Context: an optimization exercise on an open-source flow, tuned for a short achievable clock period and few clock cycles. The choices shown serve that exercise and are no tape-out recipe.
Function was checked by simulation only, so behaviour that the tests miss may differ from the original.

===== flow/run.sh =====
#!/bin/bash
# synth_recipe.tcl (not shown) runs the flow's synth.tcl, then flattens the netlist and writes it again
# the make line also repeats each setting of config.mk as NAME=value (left out here)
make -C /OpenROAD-flow-scripts/flow DESIGN_CONFIG=/design/flow/config.mk WORK_HOME=/design/flow/orfs CLKGATE_MAP_FILE= SYNTH_SCRIPT=/design/flow/synth_recipe.tcl finish

===== flow/config.mk =====
export PLATFORM = sky130hd
export DESIGN_NAME = col216_core
export DESIGN_NICKNAME = col216_core
export VERILOG_FILES = /design/flow/design.v
export SDC_FILE = /design/flow/constraint.sdc
export NUM_CORES = 4
export LEC_CHECK = 0
export CAP_MARGIN = 20
export CORE_MARGIN = 2
export CORE_UTILIZATION = 40
export SLEW_MARGIN = 20

===== flow/constraint.sdc =====
create_clock -name core_clock -period 11.0 [get_ports {clk}]
set_input_delay 2.2000 -clock core_clock [delete_from_list [all_inputs] [get_ports {clk}]]
set_output_delay 2.2000 -clock core_clock [all_outputs]
set_load 0.01 [all_outputs]

===== flow/design.v =====
module col216_core (
    input  wire        clk,
    input  wire        rst,           
    input  wire [15:0] prog_len,      
    output wire [15:0] imem_addr,
    input  wire [31:0] imem_rdata,
    output wire [17:0] dmem_addr,     
    output wire        dmem_we,
    output wire [31:0] dmem_wdata,
    input  wire [31:0] dmem_rdata,
    output wire        wb_valid,      
    output wire [4:0]  wb_rd,
    output wire [31:0] wb_data,
    output wire        halted,
    output wire        fault,
    output wire [2:0]  fault_code,
    output wire [15:0] fault_pc
);
    localparam OP_ADD  = 6'd1;
    localparam OP_SUB  = 6'd2;
    localparam OP_MUL  = 6'd3;
    localparam OP_SLT  = 6'd4;
    localparam OP_ADDI = 6'd5;
    localparam OP_LW   = 6'd6;
    localparam OP_SW   = 6'd7;
    localparam OP_BEQ  = 6'd8;
    localparam OP_BNE  = 6'd9;
    localparam OP_J    = 6'd10;
    localparam F_INVREG  = 3'd1;
    localparam F_INVLAB  = 3'd2;
    localparam F_MEMADDR = 3'd3;
    localparam F_SYNTAX  = 3'd4;
    reg [31:0] rf [1:31];             
    reg [15:0] n_r;                   
    reg        fault_r;
    reg [2:0]  fault_code_r;
    reg [15:0] fault_pc_r;
    reg        halted_r;
    reg [15:0] pc;
    reg [1:0]  bht_c [0:63];          
    reg [63:0] bht_seen;              
    reg        ir_v;
    reg [31:0] ir;
    reg [15:0] ir_pc;
    reg        ir_pred;
    reg        idex_v;
    reg [15:0] idex_pc;
    reg [31:0] idex_d1;
    reg [31:0] idex_d2;
    reg [1:0]  idex_s1;               
    reg [1:0]  idex_s2;
    reg [31:0] idex_imm;
    reg [4:0]  idex_dest;
    reg        idex_rw;
    reg        idex_add, idex_sub, idex_mul, idex_slt, idex_addi;
    reg        idex_lw, idex_sw, idex_beq, idex_bne;
    reg        idex_pred;
    reg [15:0] idex_alt;              
    reg        idex_df;               
    reg [2:0]  idex_dcode;
    reg        exmem_v;
    reg        exmem_rw;
    reg        exmem_mr;
    reg        exmem_mw;
    reg        exmem_mul;
    reg [4:0]  exmem_dest;
    reg [31:0] exmem_res;
    reg [31:0] exmem_sv;
    reg  [31:0] exmem_mv0;
    reg  [31:0] exmem_mv1;
    reg  [31:0] exmem_mv2;
    reg  [31:0] exmem_mv3;
    reg  [31:0] exmem_mv4;
    reg        memwb_v;
    reg        memwb_rw;
    reg [4:0]  memwb_dest;
    reg [31:0] memwb_val;
    wire       run = ~fault_r & ~halted_r;
    wire [31:0] ex_a = idex_s1[0] ? exmem_res : idex_s1[1] ? memwb_val : idex_d1;
    wire [31:0] ex_b = idex_s2[0] ? exmem_res : idex_s2[1] ? memwb_val : idex_d2;
    wire [31:0] ex_add  = ex_a + ex_b;
    wire [31:0] ex_sub  = ex_a - ex_b;
    wire        ex_slt  = $signed(ex_a) < $signed(ex_b);
    wire [31:0] ex_addi = ex_a + idex_imm;
    wire [32:0] ex_ea   = {ex_a[31], ex_a} + {idex_imm[31], idex_imm};
    wire        ex_ea_bad = (ex_ea[1:0] != 2'b00)
                          | ex_ea[32]
                          | (ex_ea[31:20] != 12'd0)
                          | (ex_ea[19:0] < {2'b00, n_r, 2'b00});
    wire        ex_fault  = idex_v & (idex_df | ((idex_lw | idex_sw) & ex_ea_bad));
    wire [2:0]  ex_fcode  = idex_df ? idex_dcode : F_MEMADDR;
    wire        ex_eq    = (ex_a == ex_b);
    wire        ex_taken = (idex_beq & ex_eq) | (idex_bne & ~ex_eq);
    wire        ex_isbr  = idex_beq | idex_bne;
    wire        redir    = idex_v & ex_isbr & (ex_taken ^ idex_pred);
    wire [31:0] ex_res = ({32{idex_add}}  & ex_add)
                       | ({32{idex_sub}}  & ex_sub)
                       | ({32{idex_slt}}  & {31'd0, ex_slt})
                       | ({32{idex_addi}} & ex_addi)
                       | ({32{idex_lw | idex_sw}} & {14'd0, ex_ea[19:2]});
    wire [31:0] mul_a = ex_a;
    wire [31:0] mul_b = ex_b;
    wire [31:0] mpp0 = {32{mul_b[0]}} & (mul_a << 0);
    wire [31:0] mpp1 = {32{mul_b[1]}} & (mul_a << 1);
    wire [31:0] mpp2 = {32{mul_b[2]}} & (mul_a << 2);
    wire [31:0] mpp3 = {32{mul_b[3]}} & (mul_a << 3);
    wire [31:0] mpp4 = {32{mul_b[4]}} & (mul_a << 4);
    wire [31:0] mpp5 = {32{mul_b[5]}} & (mul_a << 5);
    wire [31:0] mpp6 = {32{mul_b[6]}} & (mul_a << 6);
    wire [31:0] mpp7 = {32{mul_b[7]}} & (mul_a << 7);
    wire [31:0] mpp8 = {32{mul_b[8]}} & (mul_a << 8);
    wire [31:0] mpp9 = {32{mul_b[9]}} & (mul_a << 9);
    wire [31:0] mpp10 = {32{mul_b[10]}} & (mul_a << 10);
    wire [31:0] mpp11 = {32{mul_b[11]}} & (mul_a << 11);
    wire [31:0] mpp12 = {32{mul_b[12]}} & (mul_a << 12);
    wire [31:0] mpp13 = {32{mul_b[13]}} & (mul_a << 13);
    wire [31:0] mpp14 = {32{mul_b[14]}} & (mul_a << 14);
    wire [31:0] mpp15 = {32{mul_b[15]}} & (mul_a << 15);
    wire [31:0] mpp16 = {32{mul_b[16]}} & (mul_a << 16);
    wire [31:0] mpp17 = {32{mul_b[17]}} & (mul_a << 17);
    wire [31:0] mpp18 = {32{mul_b[18]}} & (mul_a << 18);
    wire [31:0] mpp19 = {32{mul_b[19]}} & (mul_a << 19);
    wire [31:0] mpp20 = {32{mul_b[20]}} & (mul_a << 20);
    wire [31:0] mpp21 = {32{mul_b[21]}} & (mul_a << 21);
    wire [31:0] mpp22 = {32{mul_b[22]}} & (mul_a << 22);
    wire [31:0] mpp23 = {32{mul_b[23]}} & (mul_a << 23);
    wire [31:0] mpp24 = {32{mul_b[24]}} & (mul_a << 24);
    wire [31:0] mpp25 = {32{mul_b[25]}} & (mul_a << 25);
    wire [31:0] mpp26 = {32{mul_b[26]}} & (mul_a << 26);
    wire [31:0] mpp27 = {32{mul_b[27]}} & (mul_a << 27);
    wire [31:0] mpp28 = {32{mul_b[28]}} & (mul_a << 28);
    wire [31:0] mpp29 = {32{mul_b[29]}} & (mul_a << 29);
    wire [31:0] mpp30 = {32{mul_b[30]}} & (mul_a << 30);
    wire [31:0] mpp31 = {32{mul_b[31]}} & (mul_a << 31);
    wire [31:0] mts0_0 = mpp0 ^ mpp1 ^ mpp2;
    wire [31:0] mtc0_0 = {((mpp0[30:0] & mpp1[30:0]) | (mpp0[30:0] & mpp2[30:0]) | (mpp1[30:0] & mpp2[30:0])), 1'b0};
    wire [31:0] mts0_1 = mpp3 ^ mpp4 ^ mpp5;
    wire [31:0] mtc0_1 = {((mpp3[30:0] & mpp4[30:0]) | (mpp3[30:0] & mpp5[30:0]) | (mpp4[30:0] & mpp5[30:0])), 1'b0};
    wire [31:0] mts0_2 = mpp6 ^ mpp7 ^ mpp8;
    wire [31:0] mtc0_2 = {((mpp6[30:0] & mpp7[30:0]) | (mpp6[30:0] & mpp8[30:0]) | (mpp7[30:0] & mpp8[30:0])), 1'b0};
    wire [31:0] mts0_3 = mpp9 ^ mpp10 ^ mpp11;
    wire [31:0] mtc0_3 = {((mpp9[30:0] & mpp10[30:0]) | (mpp9[30:0] & mpp11[30:0]) | (mpp10[30:0] & mpp11[30:0])), 1'b0};
    wire [31:0] mts0_4 = mpp12 ^ mpp13 ^ mpp14;
    wire [31:0] mtc0_4 = {((mpp12[30:0] & mpp13[30:0]) | (mpp12[30:0] & mpp14[30:0]) | (mpp13[30:0] & mpp14[30:0])), 1'b0};
    wire [31:0] mts0_5 = mpp15 ^ mpp16 ^ mpp17;
    wire [31:0] mtc0_5 = {((mpp15[30:0] & mpp16[30:0]) | (mpp15[30:0] & mpp17[30:0]) | (mpp16[30:0] & mpp17[30:0])), 1'b0};
    wire [31:0] mts0_6 = mpp18 ^ mpp19 ^ mpp20;
    wire [31:0] mtc0_6 = {((mpp18[30:0] & mpp19[30:0]) | (mpp18[30:0] & mpp20[30:0]) | (mpp19[30:0] & mpp20[30:0])), 1'b0};
    wire [31:0] mts0_7 = mpp21 ^ mpp22 ^ mpp23;
    wire [31:0] mtc0_7 = {((mpp21[30:0] & mpp22[30:0]) | (mpp21[30:0] & mpp23[30:0]) | (mpp22[30:0] & mpp23[30:0])), 1'b0};
    wire [31:0] mts0_8 = mpp24 ^ mpp25 ^ mpp26;
    wire [31:0] mtc0_8 = {((mpp24[30:0] & mpp25[30:0]) | (mpp24[30:0] & mpp26[30:0]) | (mpp25[30:0] & mpp26[30:0])), 1'b0};
    wire [31:0] mts0_9 = mpp27 ^ mpp28 ^ mpp29;
    wire [31:0] mtc0_9 = {((mpp27[30:0] & mpp28[30:0]) | (mpp27[30:0] & mpp29[30:0]) | (mpp28[30:0] & mpp29[30:0])), 1'b0};
    wire [31:0] mts1_0 = mts0_0 ^ mtc0_0 ^ mts0_1;
    wire [31:0] mtc1_0 = {((mts0_0[30:0] & mtc0_0[30:0]) | (mts0_0[30:0] & mts0_1[30:0]) | (mtc0_0[30:0] & mts0_1[30:0])), 1'b0};
    wire [31:0] mts1_1 = mtc0_1 ^ mts0_2 ^ mtc0_2;
    wire [31:0] mtc1_1 = {((mtc0_1[30:0] & mts0_2[30:0]) | (mtc0_1[30:0] & mtc0_2[30:0]) | (mts0_2[30:0] & mtc0_2[30:0])), 1'b0};
    wire [31:0] mts1_2 = mts0_3 ^ mtc0_3 ^ mts0_4;
    wire [31:0] mtc1_2 = {((mts0_3[30:0] & mtc0_3[30:0]) | (mts0_3[30:0] & mts0_4[30:0]) | (mtc0_3[30:0] & mts0_4[30:0])), 1'b0};
    wire [31:0] mts1_3 = mtc0_4 ^ mts0_5 ^ mtc0_5;
    wire [31:0] mtc1_3 = {((mtc0_4[30:0] & mts0_5[30:0]) | (mtc0_4[30:0] & mtc0_5[30:0]) | (mts0_5[30:0] & mtc0_5[30:0])), 1'b0};
    wire [31:0] mts1_4 = mts0_6 ^ mtc0_6 ^ mts0_7;
    wire [31:0] mtc1_4 = {((mts0_6[30:0] & mtc0_6[30:0]) | (mts0_6[30:0] & mts0_7[30:0]) | (mtc0_6[30:0] & mts0_7[30:0])), 1'b0};
    wire [31:0] mts1_5 = mtc0_7 ^ mts0_8 ^ mtc0_8;
    wire [31:0] mtc1_5 = {((mtc0_7[30:0] & mts0_8[30:0]) | (mtc0_7[30:0] & mtc0_8[30:0]) | (mts0_8[30:0] & mtc0_8[30:0])), 1'b0};
    wire [31:0] mts1_6 = mts0_9 ^ mtc0_9 ^ mpp30;
    wire [31:0] mtc1_6 = {((mts0_9[30:0] & mtc0_9[30:0]) | (mts0_9[30:0] & mpp30[30:0]) | (mtc0_9[30:0] & mpp30[30:0])), 1'b0};
    wire [31:0] mts2_0 = mts1_0 ^ mtc1_0 ^ mts1_1;
    wire [31:0] mtc2_0 = {((mts1_0[30:0] & mtc1_0[30:0]) | (mts1_0[30:0] & mts1_1[30:0]) | (mtc1_0[30:0] & mts1_1[30:0])), 1'b0};
    wire [31:0] mts2_1 = mtc1_1 ^ mts1_2 ^ mtc1_2;
    wire [31:0] mtc2_1 = {((mtc1_1[30:0] & mts1_2[30:0]) | (mtc1_1[30:0] & mtc1_2[30:0]) | (mts1_2[30:0] & mtc1_2[30:0])), 1'b0};
    wire [31:0] mts2_2 = mts1_3 ^ mtc1_3 ^ mts1_4;
    wire [31:0] mtc2_2 = {((mts1_3[30:0] & mtc1_3[30:0]) | (mts1_3[30:0] & mts1_4[30:0]) | (mtc1_3[30:0] & mts1_4[30:0])), 1'b0};
    wire [31:0] mts2_3 = mtc1_4 ^ mts1_5 ^ mtc1_5;
    wire [31:0] mtc2_3 = {((mtc1_4[30:0] & mts1_5[30:0]) | (mtc1_4[30:0] & mtc1_5[30:0]) | (mts1_5[30:0] & mtc1_5[30:0])), 1'b0};
    wire [31:0] mts2_4 = mts1_6 ^ mtc1_6 ^ mpp31;
    wire [31:0] mtc2_4 = {((mts1_6[30:0] & mtc1_6[30:0]) | (mts1_6[30:0] & mpp31[30:0]) | (mtc1_6[30:0] & mpp31[30:0])), 1'b0};
    wire [31:0] mts3_0 = mts2_0 ^ mtc2_0 ^ mts2_1;
    wire [31:0] mtc3_0 = {((mts2_0[30:0] & mtc2_0[30:0]) | (mts2_0[30:0] & mts2_1[30:0]) | (mtc2_0[30:0] & mts2_1[30:0])), 1'b0};
    wire [31:0] mts3_1 = mtc2_1 ^ mts2_2 ^ mtc2_2;
    wire [31:0] mtc3_1 = {((mtc2_1[30:0] & mts2_2[30:0]) | (mtc2_1[30:0] & mtc2_2[30:0]) | (mts2_2[30:0] & mtc2_2[30:0])), 1'b0};
    wire [31:0] mts3_2 = mts2_3 ^ mtc2_3 ^ mts2_4;
    wire [31:0] mtc3_2 = {((mts2_3[30:0] & mtc2_3[30:0]) | (mts2_3[30:0] & mts2_4[30:0]) | (mtc2_3[30:0] & mts2_4[30:0])), 1'b0};
    wire [31:0] mts4_0 = mts3_0 ^ mtc3_0 ^ mts3_1;
    wire [31:0] mtc4_0 = {((mts3_0[30:0] & mtc3_0[30:0]) | (mts3_0[30:0] & mts3_1[30:0]) | (mtc3_0[30:0] & mts3_1[30:0])), 1'b0};
    wire [31:0] mts4_1 = mtc3_1 ^ mts3_2 ^ mtc3_2;
    wire [31:0] mtc4_1 = {((mtc3_1[30:0] & mts3_2[30:0]) | (mtc3_1[30:0] & mtc3_2[30:0]) | (mts3_2[30:0] & mtc3_2[30:0])), 1'b0};
    wire [5:0]  bu_idx  = idex_pc[5:0];
    wire [1:0]  bu_old  = bht_seen[bu_idx] ? bht_c[bu_idx] : (idex_bne ? 2'd2 : 2'd1);
    wire [1:0]  bu_new  = ex_taken ? ((bu_old == 2'd3) ? 2'd3 : bu_old + 2'd1)
                                   : ((bu_old == 2'd0) ? 2'd0 : bu_old - 2'd1);
    wire [31:0] mms5_0 = exmem_mv0 ^ exmem_mv1 ^ exmem_mv2;
    wire [31:0] mmc5_0 = {((exmem_mv0[30:0] & exmem_mv1[30:0]) | (exmem_mv0[30:0] & exmem_mv2[30:0]) | (exmem_mv1[30:0] & exmem_mv2[30:0])), 1'b0};
    wire [31:0] mms6_0 = mms5_0 ^ mmc5_0 ^ exmem_mv3;
    wire [31:0] mmc6_0 = {((mms5_0[30:0] & mmc5_0[30:0]) | (mms5_0[30:0] & exmem_mv3[30:0]) | (mmc5_0[30:0] & exmem_mv3[30:0])), 1'b0};
    wire [31:0] mms7_0 = mms6_0 ^ mmc6_0 ^ exmem_mv4;
    wire [31:0] mmc7_0 = {((mms6_0[30:0] & mmc6_0[30:0]) | (mms6_0[30:0] & exmem_mv4[30:0]) | (mmc6_0[30:0] & exmem_mv4[30:0])), 1'b0};
    wire [31:0] mul_final = mms7_0 + mmc7_0;
    wire [31:0] mem_val = exmem_mr ? dmem_rdata : exmem_mul ? mul_final : exmem_res;
    wire [5:0]  op    = ir[31:26];
    wire [4:0]  rs    = ir[25:21];
    wire [4:0]  rt    = ir[20:16];
    wire [4:0]  rd    = ir[15:11];
    wire d_add  = (op == OP_ADD);
    wire d_sub  = (op == OP_SUB);
    wire d_mul  = (op == OP_MUL);
    wire d_slt  = (op == OP_SLT);
    wire d_addi = (op == OP_ADDI);
    wire d_lw   = (op == OP_LW);
    wire d_sw   = (op == OP_SW);
    wire d_beq  = (op == OP_BEQ);
    wire d_bne  = (op == OP_BNE);
    wire d_j    = (op == OP_J);
    wire is_r   = d_add | d_sub | d_mul | d_slt;
    wire is_br  = d_beq | d_bne;
    wire op_ok  = (op >= 6'd1) & (op <= 6'd10);
    wire bad_syntax = ~op_ok | (is_r & (ir[10:0] != 11'd0));
    wire bad_reg    = (is_r & (rd == 5'd0)) | ((d_addi | d_lw) & (rt == 5'd0));
    wire bad_label  = (is_br & (ir[15] | (ir[15:0] > n_r)))
                    | (d_j  & (ir[25] | (ir[24:16] != 9'd0) | (ir[15:0] > n_r)));
    wire d_df       = bad_syntax | bad_reg | bad_label;
    wire [2:0] d_dcode = bad_syntax ? F_SYNTAX : bad_reg ? F_INVREG : F_INVLAB;
    wire       use_rs = (is_r | d_addi | d_lw | d_sw | is_br) & (rs != 5'd0);
    wire       use_rt = (is_r | d_sw | is_br) & (rt != 5'd0);
    wire       writes = is_r | d_addi | d_lw;
    wire [4:0] dest   = is_r ? rd : rt;
    wire ex_late  = idex_v & idex_rw & (idex_lw | idex_mul);
    wire hazard   = ex_late & ((use_rs & (rs == idex_dest)) | (use_rt & (rt == idex_dest)));
    wire stall    = ir_v & hazard;
    wire f1_ex  = use_rs & idex_v  & idex_rw  & (idex_dest  == rs);
    wire f1_mem = use_rs & exmem_v & exmem_rw & (exmem_dest == rs);
    wire f2_ex  = use_rt & idex_v  & idex_rw  & (idex_dest  == rt);
    wire f2_mem = use_rt & exmem_v & exmem_rw & (exmem_dest == rt);
    wire [31:0] rdata1 = (rs == 5'd0) ? 32'd0 : rf[rs];
    wire [31:0] rdata2 = (rt == 5'd0) ? 32'd0 : rf[rt];
    wire [15:0] ir_pc1 = ir_pc + 16'd1;
    wire        f_ok   = pc < n_r;
    wire [5:0]  f_op   = imem_rdata[31:26];
    wire        f_j    = (f_op == OP_J);
    wire        f_br   = (f_op == OP_BEQ) | (f_op == OP_BNE);
    wire [5:0]  f_idx  = pc[5:0];
    wire        f_hint = bht_seen[f_idx] ? bht_c[f_idx][1] : (f_op == OP_BNE);
    wire        f_pred = f_br & f_hint;
    wire        f_take = f_j | f_pred;
    integer i;
    always @(posedge clk) begin
        if (rst) begin
            for (i = 1; i < 32; i = i + 1)
                rf[i] <= 32'd0;
            n_r          <= prog_len;
            fault_r      <= 1'b0;
            fault_code_r <= 3'd0;
            fault_pc_r   <= 16'd0;
            halted_r     <= 1'b0;
            pc           <= 16'd0;
            bht_seen     <= 64'd0;
            ir_v         <= 1'b0;
            idex_v       <= 1'b0;
            exmem_v      <= 1'b0;
            memwb_v      <= 1'b0;
        end else if (run) begin
            halted_r <= halted;
            if (exmem_v & exmem_rw)
                rf[exmem_dest] <= mem_val;
            memwb_v    <= exmem_v;
            memwb_rw   <= exmem_rw;
            memwb_dest <= exmem_dest;
            memwb_val  <= mem_val;
            if (ex_fault) begin
                fault_r      <= 1'b1;
                fault_code_r <= ex_fcode;
                fault_pc_r   <= idex_pc;
            end
            exmem_v    <= idex_v & ~ex_fault;
            exmem_rw   <= idex_rw;
            exmem_mr   <= idex_lw;
            exmem_mw   <= idex_sw;
            exmem_mul  <= idex_mul;
            exmem_dest <= idex_dest;
            exmem_res  <= ex_res;
            exmem_sv   <= ex_b;
                exmem_mv0 <= mts4_0;
                exmem_mv1 <= mtc4_0;
                exmem_mv2 <= mts4_1;
                exmem_mv3 <= mtc4_1;
                exmem_mv4 <= mtc2_4;
            if (idex_v & ex_isbr) begin
                bht_c[bu_idx]    <= bu_new;
                bht_seen[bu_idx] <= 1'b1;
            end
            idex_v     <= ir_v & ~stall & ~redir;
            idex_pc    <= ir_pc;
            idex_d1    <= rdata1;
            idex_d2    <= rdata2;
            idex_s1    <= {f1_mem & ~f1_ex, f1_ex};
            idex_s2    <= {f2_mem & ~f2_ex, f2_ex};
            idex_imm   <= {{16{ir[15]}}, ir[15:0]};
            idex_dest  <= dest;
            idex_rw    <= writes;
            idex_add   <= d_add;
            idex_sub   <= d_sub;
            idex_mul   <= d_mul;
            idex_slt   <= d_slt;
            idex_addi  <= d_addi;
            idex_lw    <= d_lw;
            idex_sw    <= d_sw;
            idex_beq   <= d_beq;
            idex_bne   <= d_bne;
            idex_pred  <= ir_pred;
            idex_alt   <= ir_pred ? ir_pc1 : ir[15:0];
            idex_df    <= d_df;
            idex_dcode <= d_dcode;
            if (redir) begin
                ir_v <= 1'b0;
                pc   <= idex_alt;
            end else if (!stall) begin
                ir_v    <= f_ok;
                ir      <= imem_rdata;
                ir_pc   <= pc;
                ir_pred <= f_pred;
                if (f_ok)
                    pc <= f_take ? imem_rdata[15:0] : pc + 16'd1;
            end
        end
    end
    assign imem_addr  = pc;
    assign dmem_addr  = exmem_res[17:0];
    assign dmem_we    = exmem_v & exmem_mw & ~fault_r;
    assign dmem_wdata = exmem_sv;
    assign wb_valid   = memwb_v & memwb_rw & ~fault_r;
    assign wb_rd      = memwb_dest;
    assign wb_data    = memwb_val;
    assign halted     = halted_r | (~fault_r & ~f_ok & ~ir_v & ~idex_v & ~exmem_v & ~memwb_v);
    assign fault      = fault_r;
    assign fault_code = fault_code_r;
    assign fault_pc   = fault_pc_r;
endmodule

==> impl_metrics.env, run 1 <==
export IMPL_io_pins=208
export IMPL_grt_overflow=0
export IMPL_ant_nets=0
export IMPL_clkTransAtPathRegs_ns=0.06
export IMPL_crit_fanout=32
export IMPL_synthCells=7813
export IMPL_cts_hold_buf=0
export IMPL_syn_area_um2=99700
export IMPL_start_util=0.402
export IMPL_clkLatencyLatePin_ns=0.90
export IMPL_syn2layout_area_growth_pct=11.7
export IMPL_ys_seq_elements=1667
export IMPL_die_w_um=503
export IMPL_antenna_found_initial=23
export IMPL_port_buffers=207
export IMPL_ys_flop_type="edfxtp_1"
export IMPL_fin_setup_tns_ns=0
export IMPL_root_buffer="clkbuf_16"
export IMPL_min_path_type="flip-flop to flip-flop"
export IMPL_worst_clock_skew_ns=0.100
export IMPL_fp_dieH_um=503
export IMPL_die_area_um2=253000
export IMPL_critPathArrivalTime_ns=7.68
export IMPL_routedWlPerCell_um=29.9
export IMPL_tritoncts="built"
export IMPL_dp_final_hpwl_um=236000
export IMPL_core_region_area_um2=248000
export IMPL_routed_via_density=6.00
export IMPL_worstPathRequired_ns=11.75
export IMPL_outcome="no timing/DRC/antenna violations"
export IMPL_drive_gt1_frac=0.167
export IMPL_crit_path_cell_trace="buf_4 > mux2i_1 > o21a_1 > clkinv_1 > ha_1 > o21ai_0 > nand2b_1 > a31o_2 > a21oi_1 > xnor2_1 > ha_1 > nand4_1 > a211oi_1 > o21ai_0 > a31oi_1 > nor4_1 > nor3_1 > nand4b_1 > o21a_1 > buf_4 > o221a_2"
export IMPL_dp_slack_ns=3.60
export IMPL_slew_violations=0
export IMPL_syn_nets=8576
export IMPL_cpMaxStageDelayCell="o21a_1"
export IMPL_cts_setup_buffers=0
export IMPL_worstSetupPathType="flip-flop to flip-flop"
export IMPL_dr_pass1_iters=7
export IMPL_endpoint_kind="flip-flop"
export IMPL_vias=67500
export IMPL_grt_max_degree=124
export IMPL_setup_violations=0
export IMPL_cp_start_kind="flip-flop"
export IMPL_period_needed_ns=6.93
export IMPL_numCtsBuffers=179
export IMPL_relSlewSlack=0.189
export IMPL_synth_warnings=1
export IMPL_netlist_area_leader_share=0.467
export IMPL_yosys_area_top_type="edfxtp_1"
export IMPL_synth_edf_count=1550
export IMPL_ctsResizeCount=0
export IMPL_grt_first_pass_wirelength_um=483000
export IMPL_setup_slack_ns=4.07
export IMPL_critPathBufInv=3
export IMPL_finalHoldViolCount=0
export IMPL_cp_slowest_stage_delay_ns=0.87
export IMPL_cts_htree_levels=4
export IMPL_yosysUniqueCellTypes=84
export IMPL_track_usage=0.266
export IMPL_finalCritPeriodShare=0.630
export IMPL_cts_num_sinks=1667
export IMPL_grt_pass1_vias=67400
export IMPL_worst_slew_pin_slew_ns=1.22
export IMPL_drc=0
export IMPL_place_congestion=0.953
export IMPL_syn_avg_cell_area_um2=12.8
export IMPL_nNetsFinal=8519
export IMPL_drv_cap=0
export IMPL_drt_iter0_markers=8700
export IMPL_rsz0062_at_grt="no"
export IMPL_cts_buffer_depth=3
export IMPL_core_rowCount=183
export IMPL_ys_seq_area_frac=0.490
export IMPL_critPathTopFamily="compound AO/OA/AOI/OAI gates"
export IMPL_drt_total_wl_um=337000
export IMPL_yosys_top_cells_area="edfxtp_1 47%, mux4_2 16%, fa_1 8.4%, nor2_1 6.6%, ha_1 3.3%"
export IMPL_fmax_mhz=144
export IMPL_synth_async_reset_ratio=0
## worst reg2reg max path, delay by kind of cell, from the launching register on
kind,cells,cell delay (ns)
buffers and inverters,3,1.52
muxes,1,0.26
and+or+nand+nor,5,0.70
AOI/OAI and AO/OA,9,2.83
DFF,1,0.32
xor gates and xnor gates,1,0.22
adders and majority gates,2,0.96
## final cells by class
class | count | area (um2)
fillers | 22300 | 137000
flip-flops and latches | 1667 | 48900
multi-input cells | 5010 | 47000
clock buffers | 234 | 4780
well taps | 3330 | 4170
repair buffers | 379 | 3490
inverters | 519 | 1960
clock inverters | 100 | 1100
diodes | 8 | 20.0
## placed cells by master (no fill, tap or decap), types with 179 or more instances in the layout
cell type / netlist / final
fa_1: 417 / 417
inv_1: 509 / 508
ha_1: 264 / 264
clkdlybuf4s50_1: 0 / 206
a21oi_1: 268 / 234
nor2_1: 1742 / 1740
mux2i_1: 184 / 179
clkbuf_16: 0 / 181
mux4_2: 727 / 727
nand2_1: 401 / 339
edfxtp_1: 1550 / 1550
## synthesized netlist by cell type (11+ instances only)
cell and n:
or3_1 13, buf_4 21, ha_1 264, fa_1 417
o21a_1 53, nand3_1 50, nor4_1 21, a211oi_1 30
nand4_1 36, a221o_1 15, xor2_1 58, dfxtp_1 117
xnor2_1 103, or2_2 13, nand2_1 401, nor2b_1 26
edfxtp_1 1550, nor2_1 1742, inv_1 509, and3_1 13
buf_1 101, and2_1 16, mux2_2 17, mux4_2 727
clkbuf_1 483, a22oi_1 11, a221oi_1 19, o21ai_0 101
o221ai_1 11, mux2i_1 184, nor3_1 99, a31oi_1 25
a21o_1 48, buf_2 11, o211ai_1 22, a21oi_1 268
o21bai_1 19, nand2b_1 26, o31ai_1 11
## state kept, by name (all words and copies together), names as in the netlist, 5 cells and up, named ones only
name	flops
exmem_mv0	32
exmem_mv1	26
bht_c	128
idex_alt	16
exmem_sv	32
memwb_dest	5
bht_seen	64
fault_pc_r	16
idex_d1	32
n_r	16
exmem_dest	5
exmem_res	32
idex_d2	32
idex_dest	5
exmem_mv2	17
ir_pc	16
rf	1024
idex_pc	16
exmem_mv3	10
idex_imm	16
memwb_val	32
pc	16
ir	32
## through the flow
stage / hold WS, ns / instance area (um2) / std cells / utilization
5_1_grt: 0.470 / 111000 / 11200 / 0.449
6_report: 0.460 / 111000 / 11200 / 0.449
4_1_cts: 0.461 / 111000 / 11200 / 0.448
3_5_place_dp: 0.452 / 105000 / 10900 / 0.425
3_3_place_gp: 0.446 / 105000 / 10900 / 0.424
2_1_floorplan: 0.424 / 99700 / 7813 / -
## worst paths after layout
kind / cells after the start / slack (ns) / to / startpoint
setup / recovery: 21 / 4.07 / fault_code_r[1]$_SDFFE_PP0P_ / idex_s1[1]$_DFFE_PP_
hold / removal: 2 / 0.46 / fault_pc_r[13]$_SDFFE_PP0P_ / fault_pc_r[13]$_SDFFE_PP0P_
setup reg to reg: 21 / 4.07 / fault_code_r[1]$_SDFFE_PP0P_ / idex_s1[1]$_DFFE_PP_
hold reg to reg: 2 / 0.46 / fault_pc_r[13]$_SDFFE_PP0P_ / fault_pc_r[13]$_SDFFE_PP0P_
## cells by family after synthesis
kind of cell | count (synthesis) | share of synthesized area
XOR/XNOR | 161 | 0.0141
AND/OR/NAND/NOR | 2493 | 0.101
multiplexers | 928 | 0.185
buffers and inverters | 1136 | 0.0438
AO/OA/AOI/OAI | 747 | 0.0490
flip-flops | 1667 | 0.490
adder cells (fa/ha/maj) | 681 | 0.117
## layer usage
layer	global-route usage	up-vias	wire length [um]
met5	0	-	71
met3	0.0582	706	34400
li1	-	28200	-
met4	0.129	12	18600
met1	0.350	34900	127000
met2	0.417	3755	156000
Testbench counts, summed over its fixed seeds: cycles 102,758.
==> inputs of run 2 (changes only) <==
--- a/flow/design.v
+++ b/flow/design.v
@@ -57,6 +57,8 @@
     reg        idex_pred;
     reg [15:0] idex_alt;              
     reg        idex_df;               
+    reg [33:0] idex_klo;              
+    reg [33:0] idex_khi;              
     reg [2:0]  idex_dcode;
     reg        exmem_v;
     reg        exmem_rw;
@@ -83,10 +85,11 @@
     wire        ex_slt  = $signed(ex_a) < $signed(ex_b);
     wire [31:0] ex_addi = ex_a + idex_imm;
     wire [32:0] ex_ea   = {ex_a[31], ex_a} + {idex_imm[31], idex_imm};
-    wire        ex_ea_bad = (ex_ea[1:0] != 2'b00)
-                          | ex_ea[32]
-                          | (ex_ea[31:20] != 12'd0)
-                          | (ex_ea[19:0] < {2'b00, n_r, 2'b00});
+    wire [33:0] ex_elo  = {{2{ex_a[31]}}, ex_a} + idex_klo;
+    wire [33:0] ex_ehi  = {{2{ex_a[31]}}, ex_a} + idex_khi;
+    wire        ex_ea_bad = (ex_a[1:0] != idex_imm[1:0] * 2'd3)   
+                          | ex_elo[33]                           
+                          | ~ex_ehi[33];                         
     wire        ex_fault  = idex_v & (idex_df | ((idex_lw | idex_sw) & ex_ea_bad));
     wire [2:0]  ex_fcode  = idex_df ? idex_dcode : F_MEMADDR;
     wire        ex_eq    = (ex_a == ex_b);
@@ -267,12 +270,10 @@
             memwb_rw   <= exmem_rw;
             memwb_dest <= exmem_dest;
             memwb_val  <= mem_val;
-            if (ex_fault) begin
-                fault_r      <= 1'b1;
-                fault_code_r <= ex_fcode;
-                fault_pc_r   <= idex_pc;
-            end
-            exmem_v    <= idex_v & ~ex_fault;
+            fault_r      <= ex_fault;
+            fault_code_r <= ex_fcode;
+            fault_pc_r   <= idex_pc;
+            exmem_v    <= idex_v;
             exmem_rw   <= idex_rw;
             exmem_mr   <= idex_lw;
             exmem_mw   <= idex_sw;
@@ -310,6 +311,8 @@
             idex_pred  <= ir_pred;
             idex_alt   <= ir_pred ? ir_pc1 : ir[15:0];
             idex_df    <= d_df;
+            idex_klo   <= {{18{ir[15]}}, ir[15:0]} - {16'd0, n_r, 2'b00};
+            idex_khi   <= {{18{ir[15]}}, ir[15:0]} - 34'h100000;
             idex_dcode <= d_dcode;
             if (redir) begin
                 ir_v <= 1'b0;
--- a/flow/config.mk
+++ b/flow/config.mk
@@ -5,7 +5,10 @@
 export SDC_FILE = /design/flow/constraint.sdc
 export NUM_CORES = 4
 export LEC_CHECK = 0
+export ABC_CLOCK_PERIOD_IN_PS = 4000
 export CAP_MARGIN = 20
 export CORE_MARGIN = 2
 export CORE_UTILIZATION = 40
+export SETUP_SLACK_MARGIN = 5
 export SLEW_MARGIN = 20
+export TNS_END_PERCENT = 100
==> run 2 against run 1 <==
Effect of this change: setup slack improved by 1.0 ns; clock-buffer cell count fell by 19; die area grew 1.5%; first-iteration DRC count grew 6.1%; critical endpoint is now exmem_mv2[31]$_DFFE_PP_; highest routed layer unchanged.
==> impl_metrics.env, run 2 <==
export IMPL_outcome="no timing/DRC/antenna violations"
export IMPL_placed_cell_area_um2=107000
export IMPL_ys_flop_type="edfxtp_1"
export IMPL_synth_edf_count=1569
export IMPL_root_buffer="clkbuf_16"
export IMPL_drv_cap=0
export IMPL_ant_nets=0
export IMPL_core_region_area_um2=252000
export IMPL_drt_iter0_markers=9232
export IMPL_finalInstanceArea_um2=114000
export IMPL_ys_seq_area_frac=0.488
export IMPL_synth_async_reset_ratio=0
export IMPL_place_congestion=1.01
export IMPL_relSlewSlack=0.192
export IMPL_core_rowCount=184
export IMPL_worst_slew_pin_slew_ns=1.21
export IMPL_nNetsFinal=8722
export IMPL_grt_pass1_vias=70500
export IMPL_cts_buffer_depth=3
export IMPL_setup_slack_ns=5.10
export IMPL_worstSetupPathType="flip-flop to flip-flop"
export IMPL_tritoncts="built"
export IMPL_io_pins=208
export IMPL_rsz0062_at_grt="no"
export IMPL_cpMaxStageDelayCell="o21a_1"
export IMPL_final_common_cell="nor2_1"
export IMPL_syn_nets=8738
export IMPL_regMostFlops="rf"
export IMPL_critPathTopFamily="adder cells"
export IMPL_min_path_type="flip-flop to flip-flop"
export IMPL_synth_common_cells="1,724 x nor2_1, 1,569 x edfxtp_1, 712 x mux4_2"
export IMPL_drt_total_wl_um=378000
export IMPL_cp_start_kind="flip-flop"
export IMPL_dp_final_hpwl_um=256000
export IMPL_grt_max_degree=111
export IMPL_routed_via_density=6.15
export IMPL_largest_reg_flops=1024
export IMPL_finalHoldViolCount=0
export IMPL_grt_overflow=0
export IMPL_worst_clock_skew_ns=0.102
export IMPL_cts_num_sinks=1686
export IMPL_clkTransAtPathRegs_ns=0.06
export IMPL_synthCells=7943
export IMPL_finalCritPeriodShare=0.536
export IMPL_worstPathRequired_ns=11.55
export IMPL_start_util=0.402
export IMPL_track_usage=0.291
export IMPL_numCtsBuffers=182
export IMPL_yosys_area_top_type="edfxtp_1"
export IMPL_cpMostUsedCell="xnor2_1"
export IMPL_setup_violations=0
export IMPL_die_area_um2=257000
export IMPL_synth_warnings=1
export IMPL_critPathBufInv=2
export IMPL_dp_slack_ns=4.51
export IMPL_drive_gt1_frac=0.165
export IMPL_slew_violations=0
export IMPL_endpoint_kind="flip-flop"
export IMPL_routedWlPerCell_um=33.0
export IMPL_fin_setup_tns_ns=0
export IMPL_vias=70300
export IMPL_yosysUniqueCellTypes=85
export IMPL_fmax_mhz=170
export IMPL_die_w_um=507
export IMPL_critPathArrivalTime_ns=6.45
export IMPL_top_regs="rf: 1024 flops, bht_c: 128 flops, bht_seen: 64 flops"
export IMPL_cp_slowest_stage_delay_ns=0.80
export IMPL_clkLatencyLatePin_ns=0.89
export IMPL_crit_fanout=32
export IMPL_yosys_top_cells_area="edfxtp_1 47%, mux4_2 16%, fa_1 8.3%, nor2_1 6.4%, ha_1 3.6%"
export IMPL_syn_area_um2=101000
export IMPL_antenna_found_initial=16
export IMPL_crit_path_cell_trace="buf_4 > mux2i_1 > o21a_1 > clkinvlp_4 > nand2_1 > fa_1 > fa_1 > fa_1 > fa_1 > xor2_1 > xnor2_1 > xnor2_1 > xnor2_1 > xnor2_1 > xnor2_1"
export IMPL_drc=0
export IMPL_syn_avg_cell_area_um2=12.7
export IMPL_fp_dieH_um=507
export IMPL_final_cell_mix="1,715 x nor2_1, 1,569 x edfxtp_1, 712 x mux4_2, 534 x inv_1, 418 x fa_1"
export IMPL_syn2layout_area_growth_pct=12.3
export IMPL_netlist_area_leader_share=0.465
export IMPL_dr_pass1_iters=6
export IMPL_period_needed_ns=5.90
export IMPL_synth_most_common_cell="nor2_1"
export IMPL_fill_cells=22500
export IMPL_grt_first_pass_wirelength_um=531000
export IMPL_cts_htree_levels=4
export IMPL_port_buffers=207
export IMPL_ys_seq_elements=1686
==> run 2: changes by cell type after synthesis, sizes merged, moves of 19 or more <==
| cell | previous run | this run |
|---|---|---|
| nand2 | 401 | 458 |
| nor3 | 99 | 56 |
| ha | 264 | 295 |
| inv | 509 | 535 |
| and3 | 13 | 33 |
| edfxtp | 1550 | 1569 |
==> run 2: cells by family (layout without fill, tap and decap cells) <==
group,after synthesis,after routing,synth area share
other,0,3,0
adder cells (fa/ha/maj),715,715,0.119
AO/OA/AOI/OAI,774,774,0.0512
flip-flops,1686,1686,0.488
multiplexers,921,921,0.181
buffers and inverters,1141,1281,0.0432
AND/OR/NAND/NOR,2530,2530,0.102
XOR/XNOR,176,176,0.0152
==> run 2: cell type report <==
| type | count | area [um2] | area share |
|---|---|---|---|
| Multi-Input combinational cell | 5116 | 48100 | 0.423 |
| Clock buffer | 215 | 4690 | 0.0412 |
| Timing Repair Buffer | 385 | 3540 | 0.0311 |
| Clock inverter | 125 | 1590 | 0.0140 |
| Sequential cell | 1686 | 49500 | 0.435 |
| Antenna cell | 3 | 7.51 | 0.0000660 |
| Inverter | 556 | 2110 | 0.0186 |
| Tap cell | 3348 | 4190 | 0.0368 |
==> run 2: per-layer routing <==
metal  share of wire  GRT usage  vias up  wire length, um
met5         0.00015          0        -               56
met1            0.38      0.382    36800           144000
li1                -          -    28700                -
met2            0.46      0.456     4009           174000
met3            0.10     0.0659      785            37800
met4           0.059      0.147        8            22400
==> run 2: path summary, 6_finish.rpt <==
check / from / to / slack [ns] / cells past startpoint
setup reg to reg: idex_s2[1]$_DFFE_PP_ / exmem_mv2[31]$_DFFE_PP_ / 5.10 / 15
hold / removal: idex_sw$_DFFE_PP_ / exmem_mw$_DFFE_PP_ / 0.45 / 0
hold reg to reg: idex_sw$_DFFE_PP_ / exmem_mw$_DFFE_PP_ / 0.45 / 0
setup / recovery: idex_s2[1]$_DFFE_PP_ / exmem_mv2[31]$_DFFE_PP_ / 5.10 / 15
==> run 2: through the flow <==
| step | hold WS [ns] | std cells | utilization |
|---|---|---|---|
| 2_1_floorplan | 0.417 | 7943 | - |
| 3_3_place_gp | 0.430 | 11100 | 0.426 |
| 3_5_place_dp | 0.430 | 11100 | 0.426 |
| 4_1_cts | 0.452 | 11400 | 0.451 |
| 5_1_grt | 0.459 | 11400 | 0.452 |
| 6_report | 0.450 | 11400 | 0.452 |
==> run 2: what timing repair did <==
action / CTS / global route
endpoints found under the setup margin: 20 / 24
hold buffers: 0 / 0
hold endpoints to repair: 0 / 0
buffers inserted: 0 / 0
resized for setup: 6 / 11
Testbench counts of run 2, summed over its fixed seeds: cycles 102,758.

==> port drivers added, routing unchanged <==
How much do the figures lean on ideal ports? The routed layouts below were timed once more, with nothing changed but the port constraints.
Step 1 assumes that a clkbuf_16 drives the clock port and a buf_2 every other input.
Step 2, shift: input delay + t, output delay - t, t = (earliest + latest rising clock arrival at the registers) / 2. This alone moves slack from input paths to output paths.
a / b / c = ideal ports / drivers / drivers and shift; a / b = the first two.
run	shift t [ns]	slack for setup (ns)	cell pins on the clock port's net
run 1	0.933	4.071 / 4.071 / 3.504	1
run 2	0.935	5.103 / 5.103 / 4.658	1
After both steps every run listed still meets setup and hold. For run 1, which loses most, drivers alone change the setup slack by 0.000 ns; drivers and shift together by -0.567 ns.
